This is an optimization exercise on Yosys and OpenROAD, whose aim is small area, a short achievable clock period and few clock cycles, not a production implementation.
RTL that was checked went through simulation tests only; none was proved equivalent to the original.
Function not checked in run 2: the RTL went through the layout flow alone.
Power and IR drop assume default switching activity.

==> design/flow/design.v <==
module shamac80 (
    input  wire        clk,
    input  wire        rst,         
    input  wire        cmd_valid,
    input  wire [31:0] cmd,
    input  wire [23:0] rnd,
    output wire        cmd_ready,
    output reg         resp_valid,
    output reg  [7:0]  res,
    output reg  [7:0]  rdata
);
    localparam [7:0] E_CRC     = 8'h03;
    localparam [7:0] E_VERIFY  = 8'h0A;
    localparam [7:0] E_ILLEGAL = 8'hE0;
    localparam [7:0] E_ADDR    = 8'hE1;
    localparam [7:0] E_ACCESS  = 8'hE2;
    localparam [7:0] E_STATE   = 8'hE3;
    localparam [7:0] E_FAMILY  = 8'hE4;
    localparam [2:0] C_NONE = 3'd0, C_CRC = 3'd1, C_VERIFY = 3'd2, C_ILLEGAL = 3'd3,
                     C_ADDR = 3'd4, C_ACCESS = 3'd5, C_STATE = 3'd6, C_FAMILY = 3'd7;
    function [7:0] err_byte;
        input [2:0] c;
        begin
            case (c)
                C_NONE:    err_byte = 8'h00;
                C_CRC:     err_byte = E_CRC;
                C_VERIFY:  err_byte = E_VERIFY;
                C_ILLEGAL: err_byte = E_ILLEGAL;
                C_ADDR:    err_byte = E_ADDR;
                C_ACCESS:  err_byte = E_ACCESS;
                C_STATE:   err_byte = E_STATE;
                default:   err_byte = E_FAMILY;
            endcase
        end
    endfunction
    localparam [7:0] OP_NOP    = 8'h00;
    localparam [7:0] OP_LD     = 8'h01;
    localparam [7:0] OP_ST     = 8'h02;
    localparam [7:0] OP_CLRERR = 8'h03;
    localparam [7:0] OP_SRST   = 8'h04;
    localparam [7:0] OP_COMP   = 8'h10;
    localparam [7:0] OP_FOLD   = 8'h11;
    localparam [7:0] OP_NSEC   = 8'h12;
    localparam [7:0] OP_C8SEED = 8'h20;
    localparam [7:0] OP_C8B    = 8'h21;
    localparam [7:0] OP_C8CHK  = 8'h22;
    localparam [7:0] OP_C8ID   = 8'h23;
    localparam [7:0] OP_C16SEED= 8'h28;
    localparam [7:0] OP_C16B   = 8'h29;
    localparam [7:0] OP_C16CHK = 8'h2A;
    localparam [7:0] OP_ISSUE  = 8'h30;
    localparam [7:0] OP_VERIFY = 8'h31;
    localparam [7:0] OP_ACLR   = 8'h32;
    localparam [2:0] J_COMP   = 3'd0;
    localparam [2:0] J_FOLD   = 3'd1;
    localparam [2:0] J_NSEC   = 3'd2;
    localparam [2:0] J_BIND   = 3'd3;
    localparam [2:0] J_VERIFY = 3'd4;
    reg [511:0] m_q;          
    reg [255:0] page_q;
    reg [119:0] tail_q;
    reg [255:0] sec_q;        
    reg [7:0]   crc8_q;
    reg [15:0]  crc16_q;
    reg [1:0]   authst_q;
    reg [23:0]  chal_q;       
    reg [159:0] resp_q;
    reg [255:0] acct_q;
    reg [255:0] bdata_q;
    reg [55:0]  bcode_q;
    reg [63:0]  devaddr_q;
    reg [31:0]  ctr_q;
    reg [7:0]   pageno_q;
    reg         ef_q;
    reg         rfr_q;
    reg [2:0]   err_q;
    reg [31:0]  a_q, b_q, c_q, d_q, e_q;
    reg         ready_q;      
    reg         clr_q;        
    reg         busy_q;       
    reg         pst_v;        
    reg  [8:0]  pst_a;
    reg  [7:0]  pst_d;
    reg         fin_q;        
    reg         prep_q;       
    reg [2:0]   job_q;
    reg [1:0]   dslot_q;
    reg [5:0]   rc_q;         
    reg         rest_q;       
    reg [7:0]   rr_q;         
    reg [2:0]   ph_q;         
    reg         bq_bind, bq_auth;   
    reg [1:0]   bq_slot, bq_mx;
    assign cmd_ready = ready_q;
    wire accept = cmd_valid & ready_q;
    function [31:0] rotl;
        input [31:0] x;
        input integer n;
        begin
            rotl = (x << n) | (x >> (32 - n));
        end
    endfunction
    function [7:0] crc8_byte;
        input [7:0] c_in;
        input [7:0] b_in;
        integer k;
        reg [7:0] c;
        reg [7:0] bb;
        reg mix;
        begin
            c = c_in;
            bb = b_in;
            for (k = 0; k < 8; k = k + 1) begin
                mix = c[0] ^ bb[0];
                c = c >> 1;
                if (mix) c = c ^ 8'h8C;
                bb = bb >> 1;
            end
            crc8_byte = c;
        end
    endfunction
    function [15:0] crc16_byte;
        input [15:0] c_in;
        input [7:0]  b_in;
        integer k;
        reg [15:0] c;
        reg [7:0]  bb;
        reg mix;
        begin
            c = c_in;
            bb = b_in;
            for (k = 0; k < 8; k = k + 1) begin
                mix = c[0] ^ bb[0];
                c = c >> 1;
                if (mix) c = c ^ 16'hA001;
                bb = bb >> 1;
            end
            crc16_byte = c;
        end
    endfunction
    function [511:0] build_block_le;
        input [63:0]  sec;
        input [255:0] page;
        input [119:0] tail;
        input [1:0]   mx;
        begin
            build_block_le = 512'd0;
            build_block_le[31:0]    = sec[31:0];
            build_block_le[287:32]  = page;
            build_block_le[319:288] = tail[31:0];
            build_block_le[327:320] = {mx, tail[37:32]};
            build_block_le[407:328] = tail[119:40];
            build_block_le[439:408] = sec[63:32];
            build_block_le[447:440] = 8'h80;
            build_block_le[503:496] = 8'h01;
            build_block_le[511:504] = 8'hB8;
        end
    endfunction
    function [511:0] to_be;
        input [511:0] x;
        integer i;
        begin
            for (i = 0; i < 16; i = i + 1)
                to_be[32*i +: 32] = {x[32*i +: 8], x[32*i+8 +: 8], x[32*i+16 +: 8], x[32*i+24 +: 8]};
        end
    endfunction
    wire [159:0] h_v   = {e_q, d_q, c_q, b_q, a_q};                
    wire [159:0] mac_v = {a_q, b_q, c_q, d_q, e_q};                
    wire [159:0] hb_v;
    genvar gk;
    generate
        for (gk = 0; gk < 5; gk = gk + 1) begin : g_hb
            assign hb_v[32*gk +: 32] = {h_v[32*gk +: 8], h_v[32*gk+8 +: 8],
                                        h_v[32*gk+16 +: 8], h_v[32*gk+24 +: 8]};
        end
    endgenerate
    reg [63:0] dev_eff;
    integer di;
    always @(*) begin
        dev_eff = devaddr_q;
        for (di = 0; di < 8; di = di + 1)
            if (pst_v && pst_a == 9'h108 + di) dev_eff[8*di +: 8] = pst_d;
    end
    wire fam1 = (devaddr_q[7:0] == 8'h18);
    wire fam2 = (devaddr_q[6:0] == 7'h33);
    wire efam1 = (dev_eff[7:0] == 8'h18);
    wire efam2 = (dev_eff[6:0] == 7'h33);
    wire [7:0] fam_v = efam1 ? 8'd1 : efam2 ? 8'd2 : 8'd0;
    wire fam_ok = efam1 | efam2;
    wire [119:0] bind_tail = {bcode_q[55:32], devaddr_q[55:0], pageno_q, bcode_q[31:0]};
    wire [119:0] auth_tail = {chal_q, devaddr_q[55:0], pageno_q, fam1 ? ctr_q : 32'hFFFF_FFFF};
    wire [1:0]   auth_mx   = fam1 ? 2'd0 : 2'd1;
    wire [7:0]  op    = cmd[31:24];
    wire [15:0] addr  = cmd[23:8];
    wire [7:0]  dbyte = cmd[7:0];
    reg legal;
    always @(*) begin
        case (op)
            OP_NOP, OP_CLRERR, OP_SRST, OP_COMP, OP_C8CHK, OP_C8ID,
            OP_C16CHK, OP_ISSUE, OP_ACLR:  legal = (cmd[23:0] == 24'd0);
            OP_LD:                         legal = (cmd[7:0] == 8'd0);
            OP_ST:                         legal = 1'b1;
            OP_FOLD:                       legal = (cmd[23:8] == 16'd0) && (cmd[5:2] == 4'd0);
            OP_NSEC:                       legal = (cmd[23:8] == 16'd0) && (cmd[5:4] == 2'd0);
            OP_C8SEED, OP_C8B, OP_C16B:    legal = (cmd[23:8] == 16'd0);
            OP_C16SEED:                    legal = (cmd[23:16] == 8'd0);
            OP_VERIFY:                     legal = (cmd[23:1] == 23'd0);
            default:                       legal = 1'b0;
        endcase
    end
    wire go      = accept & legal;
    wire go_ld   = go & (op == OP_LD);
    wire go_st   = go & (op == OP_ST);
    wire [8:0] la = addr[8:0];
    wire hi0 = (addr[15:9] == 7'd0);
    function is_mapped;
        input integer ai;
        begin
            is_mapped = (ai <= 'h06E) || (ai >= 'h070 && ai <= 'h0B7) ||
                        (ai >= 'h0C0 && ai <= 'h106) || (ai >= 'h108 && ai <= 'h12B) ||
                        (ai >= 'h130 && ai <= 'h134) || (ai >= 'h136 && ai <= 'h137);
        end
    endfunction
    function is_writable;
        input integer ai;
        begin
            is_writable = (ai <= 'h06E) || (ai >= 'h070 && ai <= 'h08F) ||
                          (ai >= 'h0C0 && ai <= 'h106) || (ai >= 'h108 && ai <= 'h114) ||
                          (ai >= 'h118 && ai <= 'h12B);
        end
    endfunction
    wire [511:0] map_c, wr_c;
    genvar ga;
    generate
        for (ga = 0; ga < 512; ga = ga + 1) begin : g_rd
            assign map_c[ga] = is_mapped(ga);
            assign wr_c[ga]  = is_writable(ga);
        end
    endgenerate
    wire       mapped   = hi0 & map_c[la];
    wire       writable = wr_c[la];
    wire st_ok = go_st & mapped & writable;
    wire [7:0] wbus = clr_q ? 8'h00 : pst_d;
    wire [511:0] st_en;
    generate
        for (ga = 0; ga < 512; ga = ga + 1) begin : g_we
            assign st_en[ga] = clr_q | (pst_v & (pst_a == ga));
        end
    endgenerate
    function [15:0] crc8_mask;           
        input integer j;
        integer i;
        reg [15:0] u;
        reg [7:0] r;
        begin
            for (i = 0; i < 16; i = i + 1) begin
                u = 16'd1 << i;
                r = crc8_byte(u[7:0], u[15:8]);
                crc8_mask[i] = r[j];
            end
        end
    endfunction
    function [23:0] crc16_mask;          
        input integer j;
        integer i;
        reg [23:0] u;
        reg [15:0] r;
        begin
            for (i = 0; i < 24; i = i + 1) begin
                u = 24'd1 << i;
                r = crc16_byte(u[15:0], u[23:16]);
                crc16_mask[i] = r[j];
            end
        end
    endfunction
    function [63:0] crcid_mask;          
        input integer j;
        integer i, k;
        reg [63:0] u;
        reg [7:0] r;
        begin
            for (i = 0; i < 64; i = i + 1) begin
                u = 64'd1 << i;
                r = 8'd0;
                for (k = 0; k < 8; k = k + 1)
                    r = crc8_byte(r, u[8*k +: 8]);
                crcid_mask[i] = r[j];
            end
        end
    endfunction
    wire [7:0]  crc8_next;
    wire [15:0] crc16_next;
    wire [7:0]  crc8_id;
    genvar gc;
    generate
        for (gc = 0; gc < 8; gc = gc + 1) begin : g_c8
            localparam [15:0] MB = crc8_mask(gc);
            localparam [63:0] MI = crcid_mask(gc);
            assign crc8_next[gc] = ^({dbyte, crc8_q} & MB);
            assign crc8_id[gc]   = ^(dev_eff & MI);
        end
        for (gc = 0; gc < 16; gc = gc + 1) begin : g_c16
            localparam [23:0] MC = crc16_mask(gc);
            assign crc16_next[gc] = ^({dbyte, crc16_q} & MC);
        end
    endgenerate
    wire verify_ok = (authst_q == 2'd1) & fam_ok;
    wire go_comp   = go & (op == OP_COMP);
    wire go_fold   = go & (op == OP_FOLD || op == OP_NSEC);
    wire go_verify = go & (op == OP_VERIFY) & verify_ok;
    wire acc_blk   = go_fold | go_verify;
    wire job_blk   = (job_q == J_FOLD || job_q == J_NSEC || job_q == J_VERIFY || job_q == J_BIND);
    wire last = busy_q & (rc_q == 6'd39);
    wire rebuild = last & (job_q == J_FOLD || job_q == J_NSEC || job_q == J_VERIFY);
    wire ld_blk  = (prep_q & job_blk) | rebuild;
    wire use_q    = busy_q | prep_q;
    wire op_vfy   = (op == OP_VERIFY);
    wire op_fold  = (op == OP_FOLD) | (op == OP_NSEC);
    wire sel_bind = use_q ? bq_bind : (la[8:5] == 4'h7);
    wire sel_auth = use_q ? bq_auth : (la[8:5] == 4'h6);
    wire [1:0] fslot = use_q ? bq_slot : {~la[4], la[3]};
    wire [1:0] fmx   = bq_mx;
    wire [1:0] sslot = sel_bind ? 2'd1 : sel_auth ? 2'd2 : fslot;
    wire [63:0]  b_sec  = sec_q[64*sslot +: 64];
    wire [255:0] b_page = sel_bind ? bdata_q : sel_auth ? acct_q : page_q;
    wire [119:0] b_tail = sel_bind ? bind_tail : sel_auth ? auth_tail : tail_q;
    wire [1:0]   b_mx   = sel_bind ? 2'd0 : sel_auth ? auth_mx : fmx;
    wire [511:0] blk    = to_be(build_block_le(b_sec, b_page, b_tail, b_mx));
    wire [7:0] r_m   = m_q[8*{la[5:2], ~la[1:0]} +: 8];
    wire [7:0] r_pg  = b_page[8*la[4:0] +: 8];
    wire [7:0] r_sec = b_sec[8*la[2:0] +: 8];
    wire [7:0] r_tl  = tail_q[8*la[3:0] +: 8];
    wire [5:0] ho_hb  = la[5:0] - 6'h10;
    wire [5:0] ho_mac = la[5:0] - 6'h24;
    wire [4:0] hidx = (la[5:0] < 6'h24) ? (ho_hb[4:0] ^ 5'd3)
                                        : {3'd4 - ho_mac[4:2], ho_mac[1:0]};
    wire [7:0] r_h = h_v[8*hidx +: 8];
    wire [511:0] hi_arr;
    generate
        for (ga = 0; ga < 64; ga = ga + 1) begin : g_hi
            if (ga <= 'h06)                    assign hi_arr[8*ga +: 8] = bcode_q[8*ga +: 8];
            else if (ga >= 'h08 && ga <= 'h0F) assign hi_arr[8*ga +: 8] = devaddr_q[8*(ga-'h08) +: 8];
            else if (ga >= 'h10 && ga <= 'h13) assign hi_arr[8*ga +: 8] = ctr_q[8*(ga-'h10) +: 8];
            else if (ga == 'h14)               assign hi_arr[8*ga +: 8] = pageno_q;
            else if (ga >= 'h15 && ga <= 'h17) assign hi_arr[8*ga +: 8] = chal_q[8*(ga-'h15) +: 8];
            else if (ga >= 'h18 && ga <= 'h2B) assign hi_arr[8*ga +: 8] = resp_q[8*(ga-'h18) +: 8];
            else if (ga == 'h30)               assign hi_arr[8*ga +: 8] = {6'd0, rfr_q, ef_q};
            else if (ga == 'h31)               assign hi_arr[8*ga +: 8] = err_byte(err_q);
            else if (ga == 'h32)               assign hi_arr[8*ga +: 8] = {6'd0, authst_q};
            else if (ga == 'h33)               assign hi_arr[8*ga +: 8] = fam_v;
            else if (ga == 'h34)               assign hi_arr[8*ga +: 8] = crc8_q;
            else if (ga == 'h36)               assign hi_arr[8*ga +: 8] = crc16_q[7:0];
            else if (ga == 'h37)               assign hi_arr[8*ga +: 8] = crc16_q[15:8];
            else                               assign hi_arr[8*ga +: 8] = 8'h00;
        end
    endgenerate
    wire [7:0] r_hi = hi_arr[8*la[5:0] +: 8];
    reg [7:0] rd_byte;
    always @(*) begin
        if (la[8])                                  rd_byte = r_hi;
        else if (la[7:6] == 2'd0)                   rd_byte = r_m;
        else if (la[7:5] == 3'd2 || la[7:6] == 2'd3) rd_byte = r_pg;
        else if (la[7:4] == 4'h6)                   rd_byte = r_tl;
        else if (la[7:4] == 4'h7 || la[7:4] == 4'h8) rd_byte = r_sec;
        else                                        rd_byte = r_h;
    end
    reg [31:0] p_q, q_q;
    reg [1:0]  kst_q;         
    reg        fch_q, fpar_q, fmaj_q;   
    function [31:0] kval;
        input [1:0] st;
        begin
            case (st)
                2'd0:    kval = 32'h5A827999;
                2'd1:    kval = 32'h6ED9EBA1;
                2'd2:    kval = 32'h8F1BBCDC;
                default: kval = 32'hCA62C1D6;
            endcase
        end
    endfunction
    function [31:0] fsel3;
        input        ch, par, maj;
        input [31:0] x, y, z;
        begin
            fsel3 = ({32{ch}}  & ((x & y) | (~x & z))) |
                    ({32{par}} & (x ^ y ^ z)) |
                    ({32{maj}} & ((x & y) | (x & z) | (y & z)));
        end
    endfunction
    function [31:0] fsel;
        input [1:0]  t;
        input [31:0] x, y, z;
        begin
            case (t)
                2'd0:    fsel = (x & y) | (~x & z);
                2'd2:    fsel = (x & y) | (x & z) | (y & z);
                default: fsel = x ^ y ^ z;
            endcase
        end
    endfunction
    function [31:0] add32;
        input [31:0] x, y;
        reg [31:0] g, p, gn, pn;
        integer i, d;
        begin
            g = x & y;
            p = x ^ y;
            for (d = 1; d < 32; d = d * 2) begin
                gn = g; pn = p;
                for (i = d; i < 32; i = i + 1) begin
                    gn[i] = g[i] | (p[i] & g[i-d]);
                    pn[i] = p[i] & p[i-d];
                end
                g = gn; p = pn;
            end
            add32 = (x ^ y) ^ {g[30:0], 1'b0};
        end
    endfunction
    function [31:0] add3;
        input [31:0] x, y, z;
        reg [31:0] sv, cv;
        begin
            sv = x ^ y ^ z;
            cv = (x & y) | (x & z) | (y & z);
            add3 = add32(sv, {cv[30:0], 1'b0});
        end
    endfunction
    wire [31:0] t1  = add3(rotl(a_q, 5), fsel3(fch_q, fpar_q, fmaj_q, b_q, c_q, d_q), p_q);
    wire [31:0] f2q = add32(fsel3(fch_q, fpar_q, fmaj_q, a_q, rotl(b_q, 30), c_q), q_q);
    wire [31:0] t2  = add32(rotl(t1, 5), f2q);
    wire [31:0] w0  = m_q[32*0 +: 32],  w1  = m_q[32*1 +: 32];
    wire [31:0] w2  = m_q[32*2 +: 32],  w3  = m_q[32*3 +: 32];
    wire [31:0] w8  = m_q[32*8 +: 32],  w9  = m_q[32*9 +: 32];
    wire [31:0] w13 = m_q[32*13 +: 32], w14 = m_q[32*14 +: 32];
    wire [31:0] x0  = w13 ^ w8 ^ w2;
    wire [31:0] x1  = w14 ^ w9 ^ w3;
    wire fwd  = busy_q & (rc_q < 6'd32);
    wire back = rest_q & (ph_q == 3'd0) & (rr_q != 8'd0) & (rr_q <= 8'd224);
    wire [31:0] n0 = fwd ? rotl(x0 ^ w0, 1) : back ? (x0 ^ rotl(w0, 31)) : w0;
    wire [31:0] n1 = fwd ? rotl(x1 ^ w1, 1) : back ? (x1 ^ rotl(w1, 31)) : w1;
    wire shift = busy_q | rest_q;
    wire kst_step = (rc_q == 6'd9) | (rc_q == 6'd19) | (rc_q == 6'd29);
    wire [1:0] kst_next = prep_q ? 2'd0 : kst_q + {1'b0, kst_step};
    wire [31:0] k_next  = kval(kst_next);
    wire [31:0] pe  = prep_q ? 32'hC3D2E1F0 : c_q;
    wire [31:0] pd  = prep_q ? 32'h10325476 : rotl(b_q, 30);
    wire [31:0] pw0 = prep_q ? (job_blk ? blk[31:0]  : w0) : w2;
    wire [31:0] pw1 = prep_q ? (job_blk ? blk[63:32] : w1) : w3;
    wire [63:0] mac8_next = {rotl(b_q, 30), c_q};
    wire mac_match = (mac_v == resp_q);
    always @(posedge clk) begin
        p_q   <= add3(pe, k_next, pw0);
        q_q   <= add3(pd, k_next, pw1);
        kst_q <= kst_next;
        fch_q  <= (kst_next == 2'd0);
        fpar_q <= kst_next[0];
        fmaj_q <= (kst_next == 2'd2);
        if (prep_q) rc_q <= 6'd0;
        else        rc_q <= rc_q + 6'd1;
        if (!rest_q) begin
            rr_q <= 8'd0;
            ph_q <= 3'd0;
        end else begin
            rr_q <= rr_q + 8'd1;
            ph_q <= (ph_q == 3'd6) ? 3'd0 : ph_q + 3'd1;
        end
        if (acc_blk) begin
            bq_bind <= (op == OP_VERIFY) &  cmd[0];
            bq_auth <= (op == OP_VERIFY) & ~cmd[0];
            bq_slot <= cmd[1:0];
            bq_mx   <= cmd[7:6];
        end else if (last & (job_q == J_BIND)) begin
            bq_bind <= 1'b0;
            bq_auth <= 1'b1;
        end
    end
    wire sec_wr = last & (job_q == J_NSEC || job_q == J_BIND);
    wire [1:0] sec_wslot = (job_q == J_BIND) ? 2'd2 : dslot_q;
    wire [63:0] sbus = sec_wr ? mac8_next : {8{wbus}};
    wire [511:0] m_shift = {n1, n0, m_q[511:64]};
    genvar gb;
    generate
        for (gb = 0; gb < 64; gb = gb + 1) begin : g_m
            localparam integer MP = 32*(gb/4) + 24 - 8*(gb%4);
            always @(posedge clk)
                if (st_en[gb] | ld_blk | shift)
                    m_q[MP +: 8] <= ld_blk ? blk[MP +: 8] : shift ? m_shift[MP +: 8] : wbus;
        end
        for (gb = 0; gb < 32; gb = gb + 1) begin : g_s
            always @(posedge clk)
                if (st_en['h070 + gb] | (sec_wr & (sec_wslot == gb / 8)))
                    sec_q[8*gb +: 8] <= sbus[8*(gb % 8) +: 8];
            always @(posedge clk) if (st_en['h040 + gb]) page_q[8*gb +: 8]  <= wbus;
            always @(posedge clk) if (st_en['h0C0 + gb]) acct_q[8*gb +: 8]  <= wbus;
            always @(posedge clk) if (st_en['h0E0 + gb]) bdata_q[8*gb +: 8] <= wbus;
        end
        for (gb = 0; gb < 15; gb = gb + 1) begin : g_t
            always @(posedge clk) if (st_en['h060 + gb]) tail_q[8*gb +: 8] <= wbus;
        end
        for (gb = 0; gb < 7; gb = gb + 1) begin : g_bc
            always @(posedge clk) if (st_en['h100 + gb]) bcode_q[8*gb +: 8] <= wbus;
        end
        for (gb = 0; gb < 8; gb = gb + 1) begin : g_dv
            always @(posedge clk) if (st_en['h108 + gb]) devaddr_q[8*gb +: 8] <= wbus;
        end
        for (gb = 0; gb < 4; gb = gb + 1) begin : g_ct
            always @(posedge clk) if (st_en['h110 + gb]) ctr_q[8*gb +: 8] <= wbus;
        end
        for (gb = 0; gb < 20; gb = gb + 1) begin : g_rs
            always @(posedge clk) if (st_en['h118 + gb]) resp_q[8*gb +: 8] <= wbus;
        end
    endgenerate
    always @(posedge clk) if (st_en['h114]) pageno_q <= wbus;
    always @(posedge clk) begin
        if (clr_q) begin
            a_q <= 32'd0; b_q <= 32'd0; c_q <= 32'd0; d_q <= 32'd0; e_q <= 32'd0;
        end else if (prep_q) begin
            a_q <= 32'h67452301;
            b_q <= 32'hEFCDAB89;
            c_q <= 32'h98BADCFE;
            d_q <= 32'h10325476;
            e_q <= 32'hC3D2E1F0;
        end else if (busy_q) begin
            a_q <= t2;
            b_q <= t1;
            c_q <= rotl(a_q, 30);
            d_q <= rotl(b_q, 30);
            e_q <= c_q;
        end
    end
    wire op_c8id = (op == OP_C8ID);
    always @(posedge clk) begin
        if (clr_q) begin
            crc8_q   <= 8'd0;
            crc16_q  <= 16'd0;
            authst_q <= 2'd0;
            chal_q   <= 24'd0;
            ef_q     <= 1'b0;
            rfr_q    <= 1'b0;
            err_q    <= C_NONE;
        end else begin
            if (accept & !legal) begin
                err_q <= C_ILLEGAL; ef_q <= 1'b1;
            end
            if (go) begin
                case (op)
                    OP_LD: if (!mapped) begin err_q <= C_ADDR; ef_q <= 1'b1; end
                    OP_ST: if (!mapped) begin err_q <= C_ADDR; ef_q <= 1'b1; end
                           else if (!writable) begin err_q <= C_ACCESS; ef_q <= 1'b1; end
                    OP_CLRERR: begin err_q <= C_NONE; ef_q <= 1'b0; end
                    OP_C8SEED: crc8_q <= dbyte;
                    OP_C8B:    crc8_q <= crc8_next;
                    OP_C8CHK:  if (crc8_q != 8'h00) begin err_q <= C_CRC; ef_q <= 1'b1; end
                    OP_C8ID: begin
                        crc8_q <= crc8_id;
                        if (crc8_id != 8'h00) begin err_q <= C_CRC; ef_q <= 1'b1; end
                    end
                    OP_C16SEED: crc16_q <= cmd[15:0];
                    OP_C16B:    crc16_q <= crc16_next;
                    OP_C16CHK:  if (crc16_q != 16'hB001) begin err_q <= C_CRC; ef_q <= 1'b1; end
                    OP_ISSUE: begin
                        chal_q   <= {rnd[7:0], rnd[15:8], rnd[23:16]};
                        authst_q <= 2'd1;
                    end
                    OP_VERIFY: begin
                        if (authst_q != 2'd1) begin err_q <= C_STATE; ef_q <= 1'b1; end
                        else if (!fam_ok) begin err_q <= C_FAMILY; ef_q <= 1'b1; end
                    end
                    OP_ACLR: begin
                        authst_q <= 2'd0;
                        rfr_q    <= 1'b0;
                        chal_q   <= 24'd0;
                    end
                    default: ;
                endcase
            end
            if (fin_q) begin
                if (mac_match) authst_q <= 2'd2;
                else begin
                    authst_q <= 2'd3;
                    if (fam2 & ~fam1) rfr_q <= 1'b1;
                    err_q <= C_VERIFY; ef_q <= 1'b1;
                end
            end
        end
    end
    always @(posedge clk) begin
        pst_v <= ~rst & st_ok;
        pst_a <= la;
        pst_d <= dbyte;
    end
    always @(posedge clk) begin
        if (rst) begin
            ready_q    <= 1'b0;
            clr_q      <= 1'b1;
            busy_q     <= 1'b0;
            fin_q      <= 1'b0;
            prep_q     <= 1'b0;
            rest_q     <= 1'b0;
            resp_valid <= 1'b0;
            res        <= 8'd0;
            rdata      <= 8'd0;
        end else begin
            resp_valid <= 1'b0;
            clr_q      <= 1'b0;
            fin_q      <= 1'b0;
            prep_q     <= 1'b0;
            if (clr_q) ready_q <= 1'b1;
            if (accept) begin
                resp_valid <= 1'b1;
                res   <= 8'd0;
                rdata <= 8'd0;
                if (!legal) res <= E_ILLEGAL;
                else case (op)
                    OP_LD: if (!mapped) res <= E_ADDR;
                           else rdata <= (pst_v && pst_a == la) ? pst_d : rd_byte;
                    OP_ST: if (!mapped) res <= E_ADDR; else if (!writable) res <= E_ACCESS;
                    OP_SRST: begin ready_q <= 1'b0; clr_q <= 1'b1; end
                    OP_C8CHK:  if (crc8_q != 8'h00) res <= E_CRC;
                    OP_C8ID:   if (crc8_id != 8'h00) res <= E_CRC;
                    OP_C16CHK: if (crc16_q != 16'hB001) res <= E_CRC;
                    OP_COMP, OP_FOLD, OP_NSEC: begin
                        resp_valid <= 1'b0;
                        ready_q    <= 1'b0;
                        prep_q     <= 1'b1;
                        job_q      <= (op == OP_NSEC) ? J_NSEC : (op == OP_FOLD) ? J_FOLD : J_COMP;
                        dslot_q    <= cmd[3:2];
                    end
                    OP_VERIFY: begin
                        if (authst_q != 2'd1) res <= E_STATE;
                        else if (!fam_ok) res <= E_FAMILY;
                        else begin
                            resp_valid <= 1'b0;
                            ready_q    <= 1'b0;
                            prep_q     <= 1'b1;
                            job_q      <= cmd[0] ? J_BIND : J_VERIFY;
                        end
                    end
                    default: ;
                endcase
            end
            if (prep_q) busy_q <= 1'b1;
            if (last) begin
                busy_q <= 1'b0;
                case (job_q)
                    J_BIND: begin
                        prep_q <= 1'b1;
                        job_q  <= J_VERIFY;
                    end
                    J_VERIFY: fin_q <= 1'b1;
                    J_COMP:   rest_q <= 1'b1;
                    default: begin
                        resp_valid <= 1'b1;
                        res        <= 8'd0;
                        rdata      <= 8'd0;
                        ready_q    <= 1'b1;
                    end
                endcase
            end
            if (rest_q & (rr_q == 8'd231)) begin
                rest_q     <= 1'b0;
                resp_valid <= 1'b1;
                res        <= 8'd0;
                rdata      <= 8'd0;
                ready_q    <= 1'b1;
            end
            if (fin_q) begin
                resp_valid <= 1'b1;
                res        <= mac_match ? 8'd0 : E_VERIFY;
                rdata      <= 8'd0;
                ready_q    <= 1'b1;
            end
        end
    end
endmodule
==> design/flow/run.sh <==
#!/bin/bash
# synth_recipe.tcl (not shown) runs the flow's synth.tcl, then flattens the netlist and writes it again
# the make line also repeats each setting of config.mk as NAME=value (left out here)
make -C /OpenROAD-flow-scripts/flow DESIGN_CONFIG=/design/flow/config.mk WORK_HOME=/design/flow/orfs CLKGATE_MAP_FILE= SYNTH_SCRIPT=/design/flow/synth_recipe.tcl finish
==> design/flow/config.mk <==
export PLATFORM = sky130hd
export DESIGN_NAME = shamac80
export DESIGN_NICKNAME = shamac80
export VERILOG_FILES = /design/flow/design.v
export SDC_FILE = /design/flow/constraint.sdc
export NUM_CORES = 8
export LEC_CHECK = 0
export CAP_MARGIN = 20
export CORE_MARGIN = 2
export CORE_UTILIZATION = 28
export PLACE_DENSITY = 0.42
export SETUP_SLACK_MARGIN = 5
export SLEW_MARGIN = 20
==> design/flow/constraint.sdc <==
create_clock -name core_clock -period 12.0 [get_ports {clk}]
set_input_delay 2.4000 -clock core_clock [delete_from_list [all_inputs] [get_ports {clk}]]
set_output_delay 2.4000 -clock core_clock [all_outputs]
set_load 0.01 [all_outputs]
==> summary.txt, run 1 <==
Die
  • # rows: 246
  • Die area: 455000 um^2
  • Die X: about 670 um
  • Die height: between 600 and 700 um
  • Initial Util: 28.1%
  • Ports: 77
  • Core ar.: between 400000 and 500000 um^2

Synth
  • Synth warn: 1
  • Mux cell area share after synthesis: 10.5%
  • Largest family of logic cells by synthesized area: compound AO/OA/AOI/OAI gates
  • Post-synth EDFFs: approximately 2.0k
  • Post-synth cell types: 92
  • Synth Area in XOR/XNOR: 5.47%
  • #FFs+latches synth: around 2.3k
  • Synthesized area per cell: 11.5 um^2
  • Count leader, synth: edfxtp_1
  • Simple-Gate Fraction of Synth Area: under 10%
  • Primary FF master, synth: edfxtp_1
  • Cell taking the most area after synthesis: edfxtp_1
  • Largest cells by area after synthesis: edfxtp_1, mux4_2, a21oi_1
  • Synth async-reset ratio: 0%
  • Mapped Nets: 11.3k
  • Synth Cell Area: 126000 um^2
  • Syn Inst Count: 10.9k
  • Synth Area in Adders: 4.41%
  • Sequential-to-total area share from yosys stat: 52.9%
  • Compound-Gate Fraction of Synth Area: 14.6%
  • Area share of the largest cell type after synthesis: 47.4%
  • Top post-synthesis cells by count: edfxtp_1, a21oi_1, nand2_1, clkbuf_1, nor2_1

STA
  • Clk_skew: a little under 0.09 ns
  • Final min period: 7.48 ns
  • Unrepaired setup endpoints after global routing: yes
  • Final Cycle Share: 62.3%
  • Setup tns final: 0 ns
  • Final setup fails: 0
  • Actual slew at the worst max-slew pin: 1.30 ns
  • Final Hold Fails: 0
  • Fin. max-slew vios: 0
  • Relative slew slack: 12.1%
  • Fmax: ~130 MHz

Route
  • Vias per cell: about 6
  • Post-route ant nets: 0
  • DRT iter0 DRCs: 15.1k
  • Avg WL per Cell: 38.7 um
  • DR vias: 101k
  • Total wire length: 668 mm
  • DRC: 0
  • Drt first pass iters: 8

Min path
  • Worst min-delay path class: flop to flop
  • Hold Startpoint: rc_q[0]

Global routing
  • Global-route wire length before repair: 878 mm
  • GRT Resource Usage Total: 28.4%
  • Gr ovfl total: 0
  • Largest net degree at the start of global routing: 210
  • Vias in the first global route: around 95k
  • Initial antenna violation count: 83

Power and ir drop
  • P_leak: 0.0529 uW
  • Pwr/cell area: 178 nW/um^2
  • Sequential share of power: 38.5%
  • Combinational Power Share: 27.2%
  • Clock Power Share: 34.3%
  • Worst IR drop on VDD: 0.000127 V
  • P_sw: 8740 uW
  • Pwr Total: 26200 uW
  • Internal: around 17000 uW
  • Sw Ratio: between 30% and 40%

Clock network
  • Max clock buf depth: 4
  • TritonCTS clock tree: built
  • # hold bufs at CTS: 0
  • Later-pin clock latency in the skew report: 0.97 ns
  • H-tree levels: 5
  • Root Buffer: clkbuf_16
  • Inserted Clock Buffers: 289
  • # clock sinks: between 2k and 2.5k
  • Clk pin slew, worst setup/hold paths: 0.06 ns

Placement
  • DPL Wire Length: 490 mm
  • Placed cells: 16.5k
  • Port bufs: 76
  • Final GP Congestion: 1.00

Cells and area
  • P&R area growth vs syn: 17.0%
  • Layout cells sized above 1: around 16%
  • Fin util: about a third
  • Final cell count without fillers: ~17k
  • Final #Nets: roughly 11k

Critical path
  • Worst Setup Start Kind: flop
  • Setup crit start: b_q[0]
  • Worst r2r src: b_q[0]
  • Slowest stage delay, CP: 0.50 ns
  • Critical path peak fanout: 10
  • Crit path kind: flop to flop
  • CP required: 12.81 ns
  • Crit-path slowest cell: a2111o_1
  • CP arrival: 8.28 ns
  • Critical Path Sink Type: flop

Run
  • Max-Cap Viols: 0

Status
  • Status: timing/DRC/antenna clean
-- flip-flops by register name, summed over array words and instances (netlist names), 9 cells and up --
| register | cells |
|---|---|
| a_q | 32 |
| acct_q | 256 |
| b_q | 32 |
| bcode_q | 56 |
| bdata_q | 256 |
| c_q | 32 |
| chal_q | 24 |
| crc16_q | 16 |
| ctr_q | 32 |
| d_q | 32 |
| devaddr_q | 64 |
| e_q | 32 |
| m_q | 512 |
| p_q | 32 |
| page_q | 256 |
| pst_a | 9 |
| q_q | 32 |
| resp_q | 160 |
| sec_q | 256 |
| tail_q | 120 |
-- cell families (layout without fill, tap and decap cells) --
logic type / Yosys count / count (layout)
xor+xnor: 753 / 753
other cells: 0 / 45
buf+inv: 1194 / 1529
compound gates: 3032 / 3035
flops: 2328 / 2328
simple gates: 2480 / 2481
mux: 787 / 787
fa+ha+maj: 351 / 351
-- power groups by stage --
stage / clock, uW / combinational (uW) / sequential (uW)
after detailed placement: 0 / 6360 / 10200
after CTS: 9110 / 6770 / 10100
after global routing: 9390 / 7580 / 10100
final: 8990 / 7140 / 10100
after floorplan: 0 / 4130 / 9900
after global placement: 0 / 6360 / 10200
-- per-stage QoR --
| step | area [um^2] | setup slack (ns) | hold slack, ns |
|---|---|---|---|
| final | 147000 | 4.52 | 0.453 |
| after floorplan | 126000 | 5.01 | 0.414 |
| after global placement | 135000 | 2.28 | 0.434 |
| after global routing | 147000 | 4.23 | 0.487 |
| after detailed placement | 135000 | 2.30 | 0.444 |
| after CTS | 146000 | 4.56 | 0.461 |
-- final timing paths --
kind	endpoint	slack, ns	cells after the start
worst max-delay path	a_q[28]	4.52	34
worst min-delay path	rc_q[0]	0.45	1
worst max register to register	a_q[28]	4.52	34
worst min register to register	rc_q[0]	0.45	1
-- what timing repair did --
| action | 4_1_cts | 5_1_grt |
|---|---|---|
| gates resized for setup | 211 | 125 |
| pin swaps | 90 | 89 |
| cloned | 6 | 3 |
| endpoints found under the setup margin | 88 | 57 |
| buffers inserted | 88 | 59 |
-- cell type report --
cell class	instances	area (um^2)
Timing Repair Buffer	670	5980
Clock buffer	375	7890
Fill cell	45200	301000
Multi-Input combinational cell	7407	56300
Inverter	343	1330
Clock inverter	141	1590
Tap cell	5952	7450
Sequential cell	2328	66500
Antenna cell	45	113
-- critical path, delay by kind of cell, from the launching register on --
kind / cells / cell delay [ns]
AOI/OAI and AO/OA: 18 / 3.48
xor gates and xnor gates: 2 / 0.30
adders and majority gates: 6 / 1.83
buffers and inverters: 6 / 0.86
DFF: 1 / 0.30
and+or+nand+nor: 2 / 0.52
-- cells in the final DEF, fill, tap and decap left out, types with 35 or more instances in the layout --
cell and n:
o211ai_1 50, fa_1 147, a211oi_1 371, a31oi_1 135, nor2_1 575, diode_2 45
inv_1 324, buf_4 516, nand3_1 82, clkinv_1 49, a21oi_1 1327, nor2b_1 56
clkbuf_16 305, nand2_1 1289, clkdlybuf4s50_1 67, xnor2_1 396, nand4_1 56, mux2i_1 282
mux2_2 81, edfxtp_1 1987, nand2b_1 39, mux4_2 422, dfxtp_1 311, ha_1 179
o21ai_0 379, or2_2 36, a21o_1 232, xor2_1 322, a222oi_1 74, nor3_1 120
clkbuf_1 67, a21oi_2 41, o21bai_1 68, buf_12 35, o22ai_1 76
-- per-layer routing --
metal	vias to the layer above	GRT usage, %	routed length [um]
li1	41000	-	-
met1	52300	37.5	266000
met2	6401	43.1	293000
met3	1429	5.98	63200
met4	36	16.3	45600
met5	-	0	249
Testbench counts, summed over its fixed seeds: cycles 10,519.
==> run 2: changes to the inputs <==
--- a/design/flow/design.v
+++ b/design/flow/design.v
@@ -318,5 +318,5 @@
     wire op_fold  = (op == OP_FOLD) | (op == OP_NSEC);
-    wire sel_bind = use_q ? bq_bind : (la[8:5] == 4'h7);
-    wire sel_auth = use_q ? bq_auth : (la[8:5] == 4'h6);
-    wire [1:0] fslot = use_q ? bq_slot : {~la[4], la[3]};
+    wire sel_bind = bq_bind;
+    wire sel_auth = bq_auth;
+    wire [1:0] fslot = bq_slot;
     wire [1:0] fmx   = bq_mx;
@@ -329,4 +329,6 @@
     wire [7:0] r_m   = m_q[8*{la[5:2], ~la[1:0]} +: 8];
-    wire [7:0] r_pg  = b_page[8*la[4:0] +: 8];
-    wire [7:0] r_sec = b_sec[8*la[2:0] +: 8];
+    wire [7:0] r_pg  = (la[7:6] == 2'd1) ? page_q[8*la[4:0] +: 8] :
+                       la[5] ? bdata_q[8*la[4:0] +: 8] : acct_q[8*la[4:0] +: 8];
+    wire [4:0] sidx  = la[4:0] ^ 5'b10000;             
+    wire [7:0] r_sec = sec_q[8*sidx +: 8];
     wire [7:0] r_tl  = tail_q[8*la[3:0] +: 8];
@@ -366,5 +368,8 @@
     end
-    reg [31:0] p_q, q_q;
+    reg [31:0] y_q, q_q;
     reg [1:0]  kst_q;         
     reg        fch_q, fpar_q, fmaj_q;   
+    reg [1:0]  kn_q;          
+    reg        nch_q, npar_q, nmaj_q;   
+    reg [31:0] p_q;           
     function [31:0] kval;
@@ -409,5 +414,7 @@
                 gn = g; pn = p;
-                for (i = d; i < 32; i = i + 1) begin
-                    gn[i] = g[i] | (p[i] & g[i-d]);
-                    pn[i] = p[i] & p[i-d];
+                for (i = 0; i < 32; i = i + 1) begin
+                    if ((i / d) % 2 == 1) begin
+                        gn[i] = g[i] | (p[i] & g[(i/d)*d - 1]);
+                        pn[i] = p[i] & p[(i/d)*d - 1];
+                    end
                 end
@@ -427,3 +434,3 @@
     endfunction
-    wire [31:0] t1  = add3(rotl(a_q, 5), fsel3(fch_q, fpar_q, fmaj_q, b_q, c_q, d_q), p_q);
+    wire [31:0] t1  = add32(rotl(a_q, 5), y_q);
     wire [31:0] f2q = add32(fsel3(fch_q, fpar_q, fmaj_q, a_q, rotl(b_q, 30), c_q), q_q);
@@ -441,9 +448,23 @@
     wire shift = busy_q | rest_q;
-    wire kst_step = (rc_q == 6'd9) | (rc_q == 6'd19) | (rc_q == 6'd29);
-    wire [1:0] kst_next = prep_q ? 2'd0 : kst_q + {1'b0, kst_step};
-    wire [31:0] k_next  = kval(kst_next);
-    wire [31:0] pe  = prep_q ? 32'hC3D2E1F0 : c_q;
-    wire [31:0] pd  = prep_q ? 32'h10325476 : rotl(b_q, 30);
-    wire [31:0] pw0 = prep_q ? (job_blk ? blk[31:0]  : w0) : w2;
-    wire [31:0] pw1 = prep_q ? (job_blk ? blk[63:32] : w1) : w3;
+    function [1:0] pstage;               
+        input [6:0] r;
+        begin
+            pstage = (r < 7'd10) ? 2'd0 : (r < 7'd20) ? 2'd1 : (r < 7'd30) ? 2'd2 : 2'd3;
+        end
+    endfunction
+    wire [1:0] kn_next = prep_q ? 2'd0 : pstage({1'b0, rc_q} + 7'd2);
+    wire [1:0] kst_next = prep_q ? 2'd0 : kn_q;
+    wire [1:0]  qslot = bq_bind ? 2'd1 : bq_auth ? 2'd2 : bq_slot;
+    wire [31:0] qsec  = sec_q[64*qslot +: 32];
+    wire [63:0] qpage = bq_bind ? bdata_q[63:0] : bq_auth ? acct_q[63:0] : page_q[63:0];
+    wire [31:0] bw0 = {qsec[7:0], qsec[15:8], qsec[23:16], qsec[31:24]};
+    wire [31:0] bw1 = {qpage[7:0], qpage[15:8], qpage[23:16], qpage[31:24]};
+    wire [31:0] bw2 = {qpage[39:32], qpage[47:40], qpage[55:48], qpage[63:56]};
+    wire [31:0] fn  = fsel3(nch_q, npar_q, nmaj_q, t1, rotl(a_q, 30), rotl(b_q, 30));
+    wire [31:0] ya  = prep_q ? 32'hB7103887 : fn;
+    wire [31:0] yb  = prep_q ? (job_blk ? bw0 : w0) : p_q;
+    wire [31:0] qd  = prep_q ? 32'h10325476 : rotl(b_q, 30);
+    wire [31:0] qw  = prep_q ? (job_blk ? bw1 : w1) : w3;
+    wire [31:0] pe  = prep_q ? 32'h98BADCFE : rotl(a_q, 30);
+    wire [31:0] pw  = prep_q ? (job_blk ? bw2 : m_q[32*2 +: 32]) : m_q[32*4 +: 32];
     wire [63:0] mac8_next = {rotl(b_q, 30), c_q};
@@ -451,5 +472,10 @@
     always @(posedge clk) begin
-        p_q   <= add3(pe, k_next, pw0);
-        q_q   <= add3(pd, k_next, pw1);
+        y_q   <= add32(ya, yb);
+        q_q   <= add3(qd, kval(kst_next), qw);
+        p_q   <= add3(pe, kval(kn_next), pw);
         kst_q <= kst_next;
+        kn_q  <= kn_next;
+        nch_q  <= (kn_next == 2'd0);
+        npar_q <= kn_next[0];
+        nmaj_q <= (kn_next == 2'd2);
         fch_q  <= (kst_next == 2'd0);
==> design/flow/flow/run.sh (new file) <==
#!/bin/bash
set -euo pipefail
MARGIN=7
bash standard.sh SETUP_SLACK_MARGIN=$MARGIN synth > synth.log 2>&1
bash standard.sh SETUP_SLACK_MARGIN=$MARGIN > layout.log 2>&1
==> design/flow/standard.sh (new file) <==
#!/bin/bash
# synth_recipe.tcl (not shown) runs the flow's synth.tcl, then flattens the netlist and writes it again
# the make line also repeats each setting of config.mk as NAME=value (left out here)
make -C /OpenROAD-flow-scripts/flow DESIGN_CONFIG=/design/flow/config.mk WORK_HOME=/design/flow/orfs CLKGATE_MAP_FILE= SYNTH_SCRIPT=/design/flow/synth_recipe.tcl "${@:-finish}"
--- a/design/flow/config.mk
+++ b/design/flow/config.mk
@@ -9,5 +9,6 @@
 export CORE_MARGIN = 2
-export CORE_UTILIZATION = 28
-export PLACE_DENSITY = 0.42
-export SETUP_SLACK_MARGIN = 5
+export CORE_UTILIZATION = 50
+export CTS_BUF_LIST = sky130_fd_sc_hd__clkbuf_8
+export CTS_CLUSTER_SIZE = 30
+export PLACE_DENSITY = 0.65
 export SLEW_MARGIN = 20
removed: design/flow/run.sh
==> summary.txt, run 2 <==
Synth
  • Synth warn: 1 (unchanged)
  • Top post-synthesis cells by count: edfxtp_1, a21oi_1, nor2_1, nand2_1, clkbuf_1 (was edfxtp_1, a21oi_1, nand2_1, clkbuf_1, nor2_1)
  • Post-synth cell types: 90 (was 92)
  • Area share of the largest cell type after synthesis: 45.0% (was 47.4%)
  • #FFs+latches synth: 2363 (was 2328)
  • Synth async-reset ratio: 0% (unchanged)
  • Synth Cell Area: 133000 um^2 (was 126000 um^2)
  • Mapped Nets: 11.6k (was 11.3k)
  • Sequential-to-total area share from yosys stat: 50.7% (was 52.9%)
  • Post-synth EDFFs: 1987 (unchanged)
  • Synthesized area per cell: 11.8 um^2 (was 11.5 um^2)
  • Count leader, synth: edfxtp_1 (unchanged)
  • Primary FF master, synth: edfxtp_1 (unchanged)
  • Syn Inst Count: 11.2k (was 10.9k)
  • Cell taking the most area after synthesis: edfxtp_1 (unchanged)
  • Largest cells by area after synthesis: edfxtp_1, mux4_2, dfxtp_1 (was edfxtp_1, mux4_2, a21oi_1)

Route
  • Vias per cell: 7.22 (was 5.86)
  • DRC: 0 (unchanged)
  • Avg WL per Cell: 44.2 um (was 38.7 um)
  • Drt first pass iters: 10 (was 8)
  • Met3 wire len: 98.6 mm (was 63.2 mm)
  • Met2 Wirelength: 281 mm (was 293 mm)
  • Post-route ant nets: 0 (unchanged)
  • DRT iter0 DRCs: 19.6k (was 15.1k)
  • DR top layer: met5 (unchanged)
  • Total wire length: 681 mm (was 668 mm)
  • DR vias: 111k (was 101k)
  • Met1 WL: 233 mm (was 266 mm)

Cells and area
  • Final #Nets: 11.9k (was 11.4k)
  • Reg with most FFs: m_q (unchanged)
  • Commonest cells after routing, fill and taps aside: edfxtp_1, a21oi_1, nor2_1, nand2_1, mux4_2 (was edfxtp_1, a21oi_1, nand2_1, nor2_1, buf_4)
  • P&R area growth vs syn: 14.6% (was 17.0%)
  • Layout cells sized above 1: 19.7% (was 16.3%)
  • Most common cell after layout, fill and taps aside: edfxtp_1 (unchanged)
  • Max reg flops: 512 (unchanged)

Clock network
  • H-tree levels: 5 (unchanged)
  • Root Buffer: clkbuf_8 (was clkbuf_16)
  • TritonCTS clock tree: built (unchanged)
  • Clk pin slew, worst setup/hold paths: 0.07 ns (was 0.06 ns)
  • # clock sinks: 2363 (was 2328)
  • Max clock buf depth: 4 (unchanged)
  • Later-pin clock latency in the skew report: 1.21 ns (was 0.97 ns)
  • Inserted Clock Buffers: 406 (was 289)

Power and ir drop
  • Internal: 15600 uW (was 17500 uW)
  • Clock Power Share: 31.4% (was 34.3%)
  • Pwr/cell area: 154 nW/um^2 (was 178 nW/um^2)
  • Combinational Power Share: 24.3% (was 27.2%)
  • P_sw: 7700 uW (was 8740 uW)
  • Sw Ratio: 33.0% (was 33.3%)
  • P_leak: 0.0548 uW (was 0.0529 uW)
  • Sequential share of power: 44.2% (was 38.5%)
  • Worst IR drop on VDD: 0.000146 V (was 0.000127 V)

STA
  • Fmax: 150 MHz (was 134 MHz)
  • Setup tns final: 0 ns (unchanged)
  • Final setup fails: 0 (unchanged)
  • Final Hold Fails: 0 (unchanged)
  • Fin. max-slew vios: 0 (unchanged)
  • Relative slew slack: 5.72% (was 12.1%)
  • Final min period: 6.65 ns (was 7.48 ns)
  • Final Worst Setup Slack: 5.35 ns (was 4.52 ns)
  • Clk_skew: 0.110 ns (was 0.0879 ns)
  • Final Cycle Share: 55.4% (was 62.3%)
  • Unrepaired setup endpoints after global routing: yes (unchanged)
  • Actual slew at the worst max-slew pin: 1.41 ns (was 1.30 ns)

Global routing
  • Vias in the first global route: 102k (was 94.9k)
  • Gr ovfl total: 0 (unchanged)
  • GRT Resource Usage Total: 49.0% (was 28.4%)
  • Largest net degree at the start of global routing: 173 (was 210)
  • Initial antenna violation count: 107 (was 83)
  • Global-route wire length before repair: 894 mm (was 878 mm)

Min path
  • Worst min-delay path class: flop to flop (unchanged)

Critical path
  • CP required: 13.04 ns (was 12.81 ns)
  • Crit path kind: flop to flop (unchanged)
  • Critical path peak fanout: 4 (was 10)
  • CP arrival: 7.69 ns (was 8.28 ns)
  • Critical Path Sink Type: flop (unchanged)
  • Worst Setup Start Kind: flop (unchanged)

Die
  • Die height: 519 um (was 674 um)
  • Ports: 77 (unchanged)
  • Die X: 519 um (was 674 um)
  • Initial Util: 50.1% (was 28.1%)
  • # rows: 189 (was 246)
  • Core ar.: 264000 um^2 (was 448000 um^2)
  • Die area: 269000 um^2 (was 455000 um^2)

Placement
  • Final GP Congestion: 1.09 (was 1.00)
  • Post-place setup slack: 4.20 ns (was 2.30 ns)
  • Port bufs: 76 (unchanged)
  • DPL Wire Length: 478 mm (was 490 mm)

Status
  • Status: timing/DRC/antenna clean (unchanged)

Run
  • Max-Cap Viols: 0 (unchanged)
-- run 2: changes by cell type after synthesis, sizes merged, moves of 42 or more --
cell,before,now
nand2,1294,726
nor2,594,1045
mux2i,283,544
a21oi,1373,1160
mux4,422,593
a211oi,386,541
nor3,141,59
o211ai,50,125
buf,145,198
a222oi,74,32
-- run 2: stage by stage --
stage	utilization [%]	cell area (um^2)	power (uW)	instances	hold WS, ns
floorplan	-	133000	13100	11200	0.402
global placement	52.3	138000	15000	14300	0.416
detailed placement	52.3	138000	15100	14300	0.438
CTS	56.6	150000	22700	15200	0.452
global route	57.4	152000	23800	15300	0.471
finish	57.4	152000	23300	15400	0.446
-- run 2: kinds of logic (layout without fill, tap and decap cells) --
logic type / Yosys count / after routing / share of synthesized area (%)
compound gates: 2974 / 2974 / 13.9
xor+xnor: 791 / 792 / 5.40
fa+ha+maj: 371 / 371 / 4.33
buf+inv: 1207 / 1787 / 3.48
flops: 2363 / 2363 / 50.7
mux: 1191 / 1191 / 14.6
other cells: 0 / 75 / 0
simple gates: 2309 / 2311 / 7.58
-- run 2: worst max-delay path: stages (launching register included) --
cell and delay (ns):
dfxtp_4 0.41, buf_4 0.21, mux2_2 0.35, a222oi_1 0.65, inv_1 0.13, ha_2 0.23, fa_2 0.35, a21o_1 0.17
a21o_4 0.23, a2111oi_4 0.32, buf_4 0.18, nor2_2 0.04, a21o_1 0.17, fa_2 0.33, xor2_1 0.16, ha_1 0.34
and3_1 0.26, nand3_1 0.13, o21ai_2 0.32, a41oi_2 0.23, buf_4 0.21, o31ai_4 0.36, nand3_2 0.17, o21ai_2 0.15
xnor2_1 0.13, nand2_1 0.07, a21oi_1 0.15
-- run 2: metal layers --
layer | track usage [%] | vias up
li1 | - | 43000
met1 | 60.7 | 55300
met2 | 68.4 | 10300
met3 | 18.6 | 2538
met4 | 38.9 | 74
met5 | 0 | -
-- run 2: path summary, 6_finish.rpt --
check,start,to,slack (ns),cells past startpoint
worst max-delay path,a_q[0],a_q[29],5.35,26
worst min register to register,rc_q[0],rc_q[0],0.45,1
worst min-delay path,rc_q[0],rc_q[0],0.45,1
worst max register to register,a_q[0],a_q[29],5.35,26
-- run 2: power by group through the flow --
stage | Combinational, uW | Clock [uW] | Sequential (uW)
after floorplan | 3110 | 0 | 10000
after global placement | 4590 | 0 | 10400
after detailed placement | 4660 | 0 | 10400
after CTS | 5150 | 7280 | 10200
after global routing | 5850 | 7630 | 10300
final | 5670 | 7330 | 10300
-- run 2: repair_timing --
action | 4_1_cts | 5_1_grt
buffers inserted | 134 | 91
endpoints found under the setup margin | 382 | 320
hold buffers | 0 | 0
pin swaps | 126 | 149
gates resized for setup | 387 | 214
cloned | 30 | 11
-- run 2: layout make-up --
cell class	count	area, um^2
tap	3533	4420
timing repair inverter	2	25.0
multi-input combinational	7639	63300
timing repair buffer	736	7680
fill	22100	113000
antenna	75	188
clock inverter	307	1810
clock buffer	427	5880
inverter	315	1260
sequential	2363	67300
==> run 3: changes to the inputs <==
--- a/design/flow/design.v
+++ b/design/flow/design.v
@@ -328,42 +328,44 @@
     wire [511:0] blk    = to_be(build_block_le(b_sec, b_page, b_tail, b_mx));
-    wire [7:0] r_m   = m_q[8*{la[5:2], ~la[1:0]} +: 8];
-    wire [7:0] r_pg  = (la[7:6] == 2'd1) ? page_q[8*la[4:0] +: 8] :
-                       la[5] ? bdata_q[8*la[4:0] +: 8] : acct_q[8*la[4:0] +: 8];
-    wire [4:0] sidx  = la[4:0] ^ 5'b10000;             
-    wire [7:0] r_sec = sec_q[8*sidx +: 8];
-    wire [7:0] r_tl  = tail_q[8*la[3:0] +: 8];
-    wire [5:0] ho_hb  = la[5:0] - 6'h10;
-    wire [5:0] ho_mac = la[5:0] - 6'h24;
-    wire [4:0] hidx = (la[5:0] < 6'h24) ? (ho_hb[4:0] ^ 5'd3)
-                                        : {3'd4 - ho_mac[4:2], ho_mac[1:0]};
-    wire [7:0] r_h = h_v[8*hidx +: 8];
-    wire [511:0] hi_arr;
+    function [7:0] hbyte;                
+        input integer k, b;
+        begin
+            hbyte = h_v[32*k + 8*b +: 8];
+        end
+    endfunction
+    wire [511:0] pg0, pg1, pg2, pg3, pg4;
     generate
-        for (ga = 0; ga < 64; ga = ga + 1) begin : g_hi
-            if (ga <= 'h06)                    assign hi_arr[8*ga +: 8] = bcode_q[8*ga +: 8];
-            else if (ga >= 'h08 && ga <= 'h0F) assign hi_arr[8*ga +: 8] = devaddr_q[8*(ga-'h08) +: 8];
-            else if (ga >= 'h10 && ga <= 'h13) assign hi_arr[8*ga +: 8] = ctr_q[8*(ga-'h10) +: 8];
-            else if (ga == 'h14)               assign hi_arr[8*ga +: 8] = pageno_q;
-            else if (ga >= 'h15 && ga <= 'h17) assign hi_arr[8*ga +: 8] = chal_q[8*(ga-'h15) +: 8];
-            else if (ga >= 'h18 && ga <= 'h2B) assign hi_arr[8*ga +: 8] = resp_q[8*(ga-'h18) +: 8];
-            else if (ga == 'h30)               assign hi_arr[8*ga +: 8] = {6'd0, rfr_q, ef_q};
-            else if (ga == 'h31)               assign hi_arr[8*ga +: 8] = err_byte(err_q);
-            else if (ga == 'h32)               assign hi_arr[8*ga +: 8] = {6'd0, authst_q};
-            else if (ga == 'h33)               assign hi_arr[8*ga +: 8] = fam_v;
-            else if (ga == 'h34)               assign hi_arr[8*ga +: 8] = crc8_q;
-            else if (ga == 'h36)               assign hi_arr[8*ga +: 8] = crc16_q[7:0];
-            else if (ga == 'h37)               assign hi_arr[8*ga +: 8] = crc16_q[15:8];
-            else                               assign hi_arr[8*ga +: 8] = 8'h00;
+        for (ga = 0; ga < 64; ga = ga + 1) begin : g_pg
+            assign pg0[8*ga +: 8] = m_q[8*{ga[5:2], ~ga[1:0]} +: 8];
+            if (ga < 'h20)                     assign pg1[8*ga +: 8] = page_q[8*ga +: 8];
+            else if (ga < 'h2F)                assign pg1[8*ga +: 8] = tail_q[8*(ga-'h20) +: 8];
+            else if (ga >= 'h30)               assign pg1[8*ga +: 8] = sec_q[8*(ga-'h30) +: 8];
+            else                               assign pg1[8*ga +: 8] = 8'h00;
+            if (ga < 'h10)                     assign pg2[8*ga +: 8] = sec_q[8*(ga+'h10) +: 8];
+            else if (ga < 'h24)                assign pg2[8*ga +: 8] = hbyte((ga-'h10)/4, 3-(ga-'h10)%4);
+            else if (ga < 'h38)                assign pg2[8*ga +: 8] = hbyte(4-(ga-'h24)/4, (ga-'h24)%4);
+            else                               assign pg2[8*ga +: 8] = 8'h00;
+            if (ga < 'h20)                     assign pg3[8*ga +: 8] = acct_q[8*ga +: 8];
+            else                               assign pg3[8*ga +: 8] = bdata_q[8*(ga-'h20) +: 8];
+            if (ga <= 'h06)                    assign pg4[8*ga +: 8] = bcode_q[8*ga +: 8];
+            else if (ga >= 'h08 && ga <= 'h0F) assign pg4[8*ga +: 8] = devaddr_q[8*(ga-'h08) +: 8];
+            else if (ga >= 'h10 && ga <= 'h13) assign pg4[8*ga +: 8] = ctr_q[8*(ga-'h10) +: 8];
+            else if (ga == 'h14)               assign pg4[8*ga +: 8] = pageno_q;
+            else if (ga >= 'h15 && ga <= 'h17) assign pg4[8*ga +: 8] = chal_q[8*(ga-'h15) +: 8];
+            else if (ga >= 'h18 && ga <= 'h2B) assign pg4[8*ga +: 8] = resp_q[8*(ga-'h18) +: 8];
+            else if (ga == 'h30)               assign pg4[8*ga +: 8] = {6'd0, rfr_q, ef_q};
+            else if (ga == 'h31)               assign pg4[8*ga +: 8] = err_byte(err_q);
+            else if (ga == 'h32)               assign pg4[8*ga +: 8] = {6'd0, authst_q};
+            else if (ga == 'h33)               assign pg4[8*ga +: 8] = fam_v;
+            else if (ga == 'h34)               assign pg4[8*ga +: 8] = crc8_q;
+            else if (ga == 'h36)               assign pg4[8*ga +: 8] = crc16_q[7:0];
+            else if (ga == 'h37)               assign pg4[8*ga +: 8] = crc16_q[15:8];
+            else                               assign pg4[8*ga +: 8] = 8'h00;
         end
     endgenerate
-    wire [7:0] r_hi = hi_arr[8*la[5:0] +: 8];
-    reg [7:0] rd_byte;
-    always @(*) begin
-        if (la[8])                                  rd_byte = r_hi;
-        else if (la[7:6] == 2'd0)                   rd_byte = r_m;
-        else if (la[7:5] == 3'd2 || la[7:6] == 2'd3) rd_byte = r_pg;
-        else if (la[7:4] == 4'h6)                   rd_byte = r_tl;
-        else if (la[7:4] == 4'h7 || la[7:4] == 4'h8) rd_byte = r_sec;
-        else                                        rd_byte = r_h;
-    end
+    wire [5:0] lo = la[5:0];
+    wire [7:0] rd_byte = ({8{la[8:6] == 3'd0}} & pg0[8*lo +: 8]) |
+                         ({8{la[8:6] == 3'd1}} & pg1[8*lo +: 8]) |
+                         ({8{la[8:6] == 3'd2}} & pg2[8*lo +: 8]) |
+                         ({8{la[8:6] == 3'd3}} & pg3[8*lo +: 8]) |
+                         ({8{la[8:6] == 3'd4}} & pg4[8*lo +: 8]);
     reg [31:0] y_q, q_q;
==> design/flow/flow/run.sh (replaced) <==
#!/bin/bash
set -euo pipefail
KNOBS="SETUP_SLACK_MARGIN=6"
bash standard.sh $KNOBS synth > synth.log 2>&1
bash standard.sh $KNOBS > layout.log 2>&1
--- a/design/flow/config.mk
+++ b/design/flow/config.mk
@@ -11,3 +11,4 @@
 export CTS_BUF_LIST = sky130_fd_sc_hd__clkbuf_8
-export CTS_CLUSTER_SIZE = 30
+export CTS_CLUSTER_DIAMETER = 60
+export CTS_CLUSTER_SIZE = 12
 export PLACE_DENSITY = 0.65
==> summary.txt, run 3 <==
Synth
  • Synthesized area per cell: 12.1 um^2 (was 11.8 um^2)
  • Count leader, synth: edfxtp_1 (unchanged)
  • Synth warn: 1 (unchanged)
  • Mapped Nets: 11.4k (was 11.6k)
  • Synth Cell Area: 133000 um^2 (about the same)
  • Cell taking the most area after synthesis: edfxtp_1 (unchanged)
  • Post-synth EDFFs: 1987 (unchanged)
  • Post-synth cell types: 89 (was 90)
  • Primary FF master, synth: edfxtp_1 (unchanged)
  • Syn Inst Count: 10.9k (was 11.2k)
  • Sequential-to-total area share from yosys stat: 50.6% (was 50.7%)
  • Largest cells by area after synthesis: edfxtp_1, mux4_2, dfxtp_1 (unchanged)
  • Top post-synthesis cells by count: edfxtp_1, a21oi_1, nor2_1, nand2_1, mux4_2 (was edfxtp_1, a21oi_1, nor2_1, nand2_1, clkbuf_1)
  • #FFs+latches synth: 2363 (unchanged)
  • Synth async-reset ratio: 0% (unchanged)
  • Area share of the largest cell type after synthesis: 44.9% (was 45.0%)

Route
  • Vias per cell: 7.38 (was 7.22)
  • DRT iter0 DRCs: 20.9k (was 19.6k)
  • Drt first pass iters: 9 (was 10)
  • DRC: 0 (unchanged)
  • DR vias: 108k (was 111k)
  • Avg WL per Cell: 45.2 um (was 44.2 um)
  • Post-route ant nets: 1 (was 0)
  • Total wire length: 661 mm (was 681 mm)

STA
  • Final Cycle Share: 52.7% (was 55.4%)
  • Hold Slack: 0.458 ns (was 0.446 ns)
  • Actual slew at the worst max-slew pin: 1.41 ns (about the same)
  • Final min period: 6.32 ns (was 6.65 ns)
  • Final setup fails: 0 (unchanged)
  • Setup tns final: 0 ns (unchanged)
  • Final Hold Fails: 0 (unchanged)
  • Fmax: 158 MHz (was 150 MHz)
  • Fin. max-slew vios: 0 (unchanged)
  • Clk_skew: 0.0995 ns (was 0.110 ns)
  • Relative slew slack: 5.29% (was 5.72%)
  • Unrepaired setup endpoints after global routing: yes (unchanged)

Cells and area
  • Most common cell after layout, fill and taps aside: edfxtp_1 (unchanged)
  • Layout cells sized above 1: 16.8% (was 19.7%)
  • Max reg flops: 512 (unchanged)
  • Final #Nets: 11.3k (was 11.9k)
  • Commonest cells after routing, fill and taps aside: edfxtp_1, a21oi_1, nor2_1, nand2_1, mux4_2 (unchanged)
  • Post-route design area: 145000 um^2 (was 152000 um^2)
  • Filler cell count: 22.3k (was 22.1k)
  • Final cell count without fillers: 14.6k (was 15.4k)
  • Reg with most FFs: m_q (unchanged)
  • Fin util: 54.9% (was 57.4%)
  • P&R area growth vs syn: 9.32% (was 14.6%)

Min path
  • Worst min-delay path class: flop to flop (unchanged)

Placement
  • Final GP Congestion: 1.11 (was 1.09)
  • Port bufs: 76 (unchanged)
  • DPL Wire Length: 475 mm (was 478 mm)
  • Placed cells: 14.1k (was 14.3k)
  • Post-DP Area: 138000 um^2 (about the same)

Die
  • Core ar.: 265000 um^2 (was 264000 um^2)
  • Die X: 519 um (about the same)
  • # rows: 189 (unchanged)
  • Ports: 77 (unchanged)
  • Initial Util: 50.2% (was 50.1%)
  • Die area: 270000 um^2 (was 269000 um^2)
  • Die height: 519 um (about the same)

Clock network
  • Later-pin clock latency in the skew report: 1.19 ns (was 1.21 ns)
  • TritonCTS clock tree: built (unchanged)
  • Root Buffer: clkbuf_8 (unchanged)
  • Inserted Clock Buffers: 266 (was 406)
  • # clock sinks: 2363 (unchanged)
  • Clk pin slew, worst setup/hold paths: 0.08 ns (was 0.07 ns)
  • H-tree levels: 5 (unchanged)
  • Max clock buf depth: 4 (unchanged)

Global routing
  • Gr ovfl total: 0 (unchanged)
  • Global-route wire length before repair: 871 mm (was 894 mm)
  • GRT Resource Usage Total: 47.6% (was 49.0%)
  • Largest net degree at the start of global routing: 228 (was 173)
  • Vias in the first global route: 98.0k (was 102k)
  • Initial antenna violation count: 88 (was 107)

Critical path
  • Crit path kind: flop to flop (unchanged)
  • Critical path peak fanout: 9 (was 4)
  • CP arrival: 7.33 ns (was 7.69 ns)
  • Worst Setup Start Kind: flop (unchanged)
  • CP required: 13.01 ns (was 13.04 ns)
  • Critical Path Sink Type: flop (unchanged)

Status
  • Status: failed layout checks (was timing/DRC/antenna clean)
  • SO Viols: antenna violations

Run
  • Max-Cap Viols: 0 (unchanged)

Power and ir drop
  • P_leak: 0.0507 uW (was 0.0548 uW)
  • Worst IR drop on VDD: 0.000115 V (was 0.000146 V)
  • Pwr/cell area: 146 nW/um^2 (was 154 nW/um^2)
run 3: final cells by class:
class	instances	area, um^2	area share, %
clock inverter	142	1120	0.772
tap	3533	4420	3.05
multi-input combinational	7349	62000	42.7
timing repair buffer	539	5020	3.46
sequential	2363	67200	46.3
clock buffer	280	3850	2.65
inverter	323	1250	0.859
antenna	100	250	0.172
run 3: layer usage:
metal / global-route usage [%] / vias up / share of wire (%)
met5: 0.755 / - / 0.12
met4: 38.5 / 76 / 10
met3: 20.4 / 2506 / 16
met2: 64.5 / 10200 / 40
met1: 59.0 / 53900 / 34
li1: - / 41400 / -
run 3: critical path, cell delays in order, from the launching register on:
cell,delay (ns)
dfxtp_1,0.32
buf_4,0.27
ha_1,0.36
o21ai_2,0.12
a21boi_2,0.09
o311a_4,0.38
buf_4,0.16
or2_2,0.30
fa_2,0.60
inv_1,0.07
fa_1,0.42
nand2b_1,0.17
a31oi_2,0.21
ha_1,0.30
a21o_1,0.19
a21oi_1,0.17
nor2b_1,0.07
nor4_1,0.25
o21a_1,0.17
nor2_1,0.08
a21oi_2,0.22
o21ai_2,0.14
o2111ai_2,0.26
a22oi_1,0.13
a41o_1,0.22
or4b_1,0.50
run 3: per-stage QoR:
stage / worst slack, ns / total power (uW)
after global placement: 4.41 / 15000
after floorplan: 6.00 / 13100
final: 5.68 / 21200
after CTS: 5.62 / 20800
after global routing: 5.46 / 21700
after detailed placement: 4.45 / 15100
run 3: cells by family (layout without fill, tap and decap cells):
kind of cell	count (synthesis)	count (layout)	synth area share, %
DFF	2363	2363	50.6
muxes	1295	1295	16.7
buffers and inverters	1224	1284	3.54
adders and majority gates	373	373	4.34
other	0	100	0
and+or+nand+nor	2134	2134	6.89
xor gates and xnor gates	765	765	5.29
AOI/OAI and AO/OA	2781	2782	12.6
run 3: worst paths after layout:
check / startpoint / to / slack, ns / cells after the start
max: a_q[30] / y_q[31] / 5.68 / 25
min: rc_q[0] / rc_q[0] / 0.46 / 1
max reg2reg: a_q[30] / y_q[31] / 5.68 / 25
min reg2reg: rc_q[0] / rc_q[0] / 0.46 / 1
run 3: timing repair:
item / CTS / global route
gates resized for setup: 96 / 121
endpoints found under the setup margin: 66 / 65
pin swaps: 46 / 48
hold buffers: 0 / 0
cloned: 4 / 11
hold endpoints to repair: 0 / 0
setup buffers: 20 / 14
run 3: power by group:
part	switching (uW)	total, uW	internal (uW)
clock	3310	5770	2460
combinational	3140	5170	2030
sequential	662	10300	9630
total	7120	21200	14100
Testbench counts of run 3, summed over its fixed seeds: cycles 10,519.

separate check: timing with driven ports:
No port has a modelled driver above. Below, the same layouts with a new extraction and two added sets of constraints.
Step 1 sets driving cells, clkbuf_16 on the clock port and buf_2 on the other inputs (assumed; they add their load-dependent delay and slew).
Step 2 times the ports against the registers' clock, not the clock port: input delays grow and output delays shrink by t, the midpoint of the rising clock arrivals with the driver on.
a / b / c = no drivers / after step 1 / after step 2; a / b = the first two.
run	t (ns)	setup WS [ns]	latest minus earliest clock arrival (ns)
run 1	1.043	4.524 / 4.524 / 3.973	0.088 / 0.088
run 2	1.272	5.349 / 5.349 / 5.349	0.110 / 0.110
run 3	1.227	5.677 / 5.677 / 4.822	0.111 / 0.110
The setup slack of run 3, which loses most, moves by 0.000 ns with the drivers and by -0.855 ns with both steps.
